What follows belongs to an exercise in optimizing a design on an open flow for small area; a production flow would make more cautious choices. Only simulation tests tie the RTL to the original design; equivalence was not proved. Power figures rest on the tool's default switching activity, not on a simulated workload.

## rev 12
==> flow/design.v <==
module aqtc_fcmp (
    input  wire [30:0] b,
    input  wire [30:0] a,
    input  wire        t2,
    input  wire        t3,
    output wire        gt
);
    wire [7:0]  ea = a[30:23];
    wire [7:0]  eb = b[30:23];
    wire        an = |ea;
    wire        bn = |eb;
    wire [23:0] ma = {an, a[22:0]};
    wire [23:0] mb = {bn, b[22:0]};
    wire [9:0] x = {2'b0, ea[7:1], ea[0] | ~an};
    wire [9:0] y = ~{2'b0, eb[7:1], eb[0] | ~bn};
    reg  [9:0] d; reg c; integer i;
    always @(*) begin
        c = 1'b1;
        for (i = 0; i < 10; i = i + 1) begin
            d[i] = x[i] ^ y[i] ^ c;
            c = (x[i] & y[i]) | (c & (x[i] ^ y[i]));
        end
    end
    reg [9:0] j; reg c2; reg [9:0] z;
    always @(*) begin
        z = {7'd0, 1'b1, 1'b0, t3};
        c2 = 1'b0;
        for (i = 0; i < 10; i = i + 1) begin
            j[i] = d[i] ^ z[i] ^ c2;
            c2 = (d[i] & z[i]) | (c2 & (d[i] ^ z[i]));
        end
    end
    wire        jneg = j[9];
    wire        jbig = ~j[9] & ((|j[8:3]) | (j[2] & j[1]));
    reg [25:0] mb3; reg c3;
    wire [25:0] p = {2'b0, mb}, q = {1'b0, mb, 1'b0};
    always @(*) begin
        c3 = mb[23];
        for (i = 0; i < 26; i = i + 1) begin
            mb3[i] = p[i] ^ q[i] ^ c3;
            c3 = (p[i] & q[i]) | (c3 & (p[i] ^ q[i]));
        end
    end
    wire [27:0] lh  = t2 ? {mb3, mb[22:21]} : {mb, 2'b00, mb[23:22]};
    wire        sticky = t2 ? |mb[20:0] : |mb[21:0];
    reg [27:0] r5; reg c4;
    wire [27:0] u = {3'b0, ma, 1'b1}, v = {1'b0, ma, 1'b1, 2'b0};
    always @(*) begin
        c4 = 1'b0;
        for (i = 0; i < 28; i = i + 1) begin
            r5[i] = u[i] ^ v[i] ^ c4;
            c4 = (u[i] & v[i]) | (c4 & (u[i] ^ v[i]));
        end
    end
    wire [32:0] r5s = {5'd0, r5} << j[2:0];
    wire        big = |r5s[32:28];
    wire tie = sticky | a[0];
    reg g;
    always @(*) begin
        g = tie;
        for (i = 0; i < 28; i = i + 1)
            g = r5s[i] ? (lh[i] & g) : (lh[i] | g);
    end
    assign gt = ~(&ea) & ((&eb) | jneg | (~jbig & ~big & g));
endmodule
module aqtc_td (
    input  wire        clk,
    input  wire        rst,
    input  wire        in_valid,
    input  wire [31:0] in_sample,
    output reg         out_valid,
    output reg         out_nan,
    output reg  [8:0]  out_nanidx,
    output wire        out_res,
    output wire [2:0]  out_code,
    output wire [2:0]  out_idx
);
    localparam [30:0] TD_FLOOR = 31'h3B480000;    
    function gt31;    
        input [30:0] x, y;
        integer n;
        begin
            gt31 = 1'b0;
            for (n = 0; n < 31; n = n + 1)
                gt31 = y[n] ? (x[n] & gt31) : (x[n] | gt31);
        end
    endfunction
    reg  [8:0]  r;         
    reg  [30:0] E, P, Q, H;
    reg         post, t1, t2, hi0, hi1;
    reg  [2:0]  best;
    reg         z0, z1;
    wire [30:0] mag   = in_sample[30:0];
    wire [8:0]  rn    = r + 9'd1;            
    wire        first = (r[5:0] == 6'd63);
    wire        bnd   = in_valid & (r[5:0] == 6'd62);
    wire        s_gt  = gt31(mag, E);
    wire        e_ge_fl = ~gt31(TD_FLOOR, E);
    wire [30:0] F     = s_gt ? mag : E;           
    wire [2:0]  seg   = r[8:6];                   
    wire [2:0]  ps    = first ? r[8:6] : r[8:6] - 3'd1;
    wire [30:0] cb = bnd ? F : (post ? E : P);
    wire [30:0] ca = bnd ? P : (t1 ? H : Q);
    wire        cgt;
    aqtc_fcmp u_cmp (.b(cb), .a(ca), .t2(post), .t3(bnd), .gt(cgt));
    wire        p_gt_a = gt31(P, ca);
    wire        t1c   = t1 & ps[2];
    wire        act   = (r[8] & (bnd | post)) | t1c;
    wire [2:0]  cur   = bnd ? seg : (post ? (r[7] ? 3'd3 : 3'd2) : 3'd1);
    wire        take  = act & cgt & ((best == 3'd0) | (cur < best));
    always @(posedge clk) begin
        if (in_valid)
            E <= (first | s_gt) ? mag : E;
        if (post)
            P <= E;
        if (t1 && !ps[2] && (ps == 3'd0 || p_gt_a))
            H <= P;
        if ((post && (seg == 3'd3 || seg == 3'd5)) ||
            (t2 && (ps == 3'd3 || ps == 3'd5) && p_gt_a))
            Q <= P;
        if (post && seg == 3'd3)
            best <= 3'd0;
        else if (take)
            best <= cur;
        if (post && !r[8])
            hi0 <= (seg != 3'd0 && hi0) | e_ge_fl;
        if (post && r[8])
            hi1 <= (seg != 3'd4 && hi1) | e_ge_fl;
    end
    always @(posedge clk) begin
        if (rst) begin
            r         <= 9'h1FF;
            post      <= 1'b0;
            t1        <= 1'b0;
            t2        <= 1'b0;
            out_valid <= 1'b0;
        end else begin
            if (in_valid)
                r <= rn;
            post      <= bnd;
            t1        <= post;
            t2        <= t1;
            out_valid <= t1 & (ps == 3'd7);
        end
    end
    wire       is_nan = (mag[30:23] == 8'hFF) & (|mag[22:0]);
    always @(posedge clk) begin
        if (in_valid) begin
            if (rn == 9'd0)
                z0 <= is_nan;
            if (rn == 9'd1)
                z1 <= is_nan;
            if (rn == 9'd2) begin
                out_nan    <= z0 | z1 | is_nan;
                out_nanidx <= z0 ? 9'd0 : z1 ? 9'd1 : is_nan ? 9'd2 : 9'd0;
            end else if ((rn[8:2] != 7'd0 || rn[1:0] == 2'd3) && is_nan && !out_nan) begin
                out_nan    <= 1'b1;
                out_nanidx <= rn;
            end
        end
    end
    wire       silent   = ~hi0 | ~hi1;
    assign out_res  = ~out_nan & ~silent & (best != 3'd0);
    assign out_code = out_nan ? 3'd0 : silent ? 3'd4 :
                      (best == 3'd0) ? 3'd0 : (best == 3'd1) ? 3'd1 :
                      (best[2:1] == 2'b01) ? 3'd2 : 3'd3;
    assign out_idx  = (out_nan | silent) ? 3'd0 : best;
endmodule
Settings: LEC_CHECK=0, CAP_MARGIN=20, CORE_MARGIN=2, CORE_UTILIZATION=60, CTS_BUF_LIST=sky130_fd_sc_hd__clkbuf_8, SLEW_MARGIN=20; clock period 30.0 ns.
standard.sh (not shown) runs the stock make flow with config.mk's settings and CLKGATE_MAP_FILE= SYNTH_SCRIPT=/design/flow/synth_recipe.tcl, a recipe that flattens the netlist after the stock synthesis.
==> flow/flow/run.sh <==
#!/bin/bash
# Standard ORFS layout, with an area-oriented ABC mapping script, no
# pre-ABC adder extraction and the smallest buffer on the ports.
set -euo pipefail
here=$(pwd)
rm -rf "$here/scripts"
cp -r "$FLOW_HOME/scripts" "$here/scripts"
cp "$here/flow/abc_area.script" "$here/scripts/abc_speed.script"
export SCRIPTS_DIR="$here/scripts"
export ADDER_MAP_FILE=
export BUFFER_PORTS_ARGS="-buffer_cell sky130_fd_sc_hd__buf_1"
bash standard.sh > "$here/standard.log" 2>&1
==> flow/flow/abc_area.script <==
strash
balance
rewrite
refactor
balance
rewrite
rewrite -z
balance
refactor -z
rewrite -z
balance
dch -f
amap
topo
stime -c
Rev 12: PASS, flow complete, no timing, DRC or antenna violations
Relative to rev 12, the following input files were edited for rev 13:
# rev 12
export LEC_CHECK = 0
export CAP_MARGIN = 20
export CORE_MARGIN = 2
export CORE_UTILIZATION = 60
export CTS_BUF_LIST = sky130_fd_sc_hd__clkbuf_8
export SLEW_MARGIN = 20
create_clock -name core_clock -period 30.0 [get_ports {clk}]
# rev 13
export LEC_CHECK = 0
export CAP_MARGIN = 5
export CORE_MARGIN = 2
export CORE_UTILIZATION = 65
export CTS_BUF_LIST = sky130_fd_sc_hd__clkbuf_8
export SLEW_MARGIN = 5
create_clock -name core_clock -period 30.0 [get_ports {clk}]
## What came out
Per the comparison of rev 13 with rev 12, critical path depth now smaller; switching component of the power now smaller; global-route usage now larger; setup slack increased 84 ps. Rev 13 ends up with a die area that is about 7.5% lower than in rev 12. Sequential share of layout area: rev 13 > rev 12.

## static timing again, ports no longer ideal
Ports are ideal in the flow. The routed layouts listed here were re-timed in OpenROAD.
Step 1 sets driving cells, clkbuf_16 on the clock port and buf_2 on the other inputs (assumed; they add their load-dependent delay and slew).
Step 2 times the ports against the registers' clock, not the clock port: input delays grow and output delays shrink by t, the midpoint of the rising clock arrivals with the driver on.
Slacks: ideal ports / drivers / drivers and shift; pairs: ideal ports / drivers.
run | shift t [ns] | setup WS [ns] | worst register clock-pin slew, ns | worst slew at a driven data input, ns
rev 12 | 0.505 | 8.039 / 8.055 / 7.550 | 0.10 / 0.10 | 0.07
rev 13 | 0.506 | 8.122 / 8.139 / 7.632 | 0.09 / 0.09 | 0.11
After both steps setup and hold are still met in every run listed. For rev 13, which loses most, drivers alone change the setup slack by +0.017 ns; drivers and shift together by -0.490 ns.
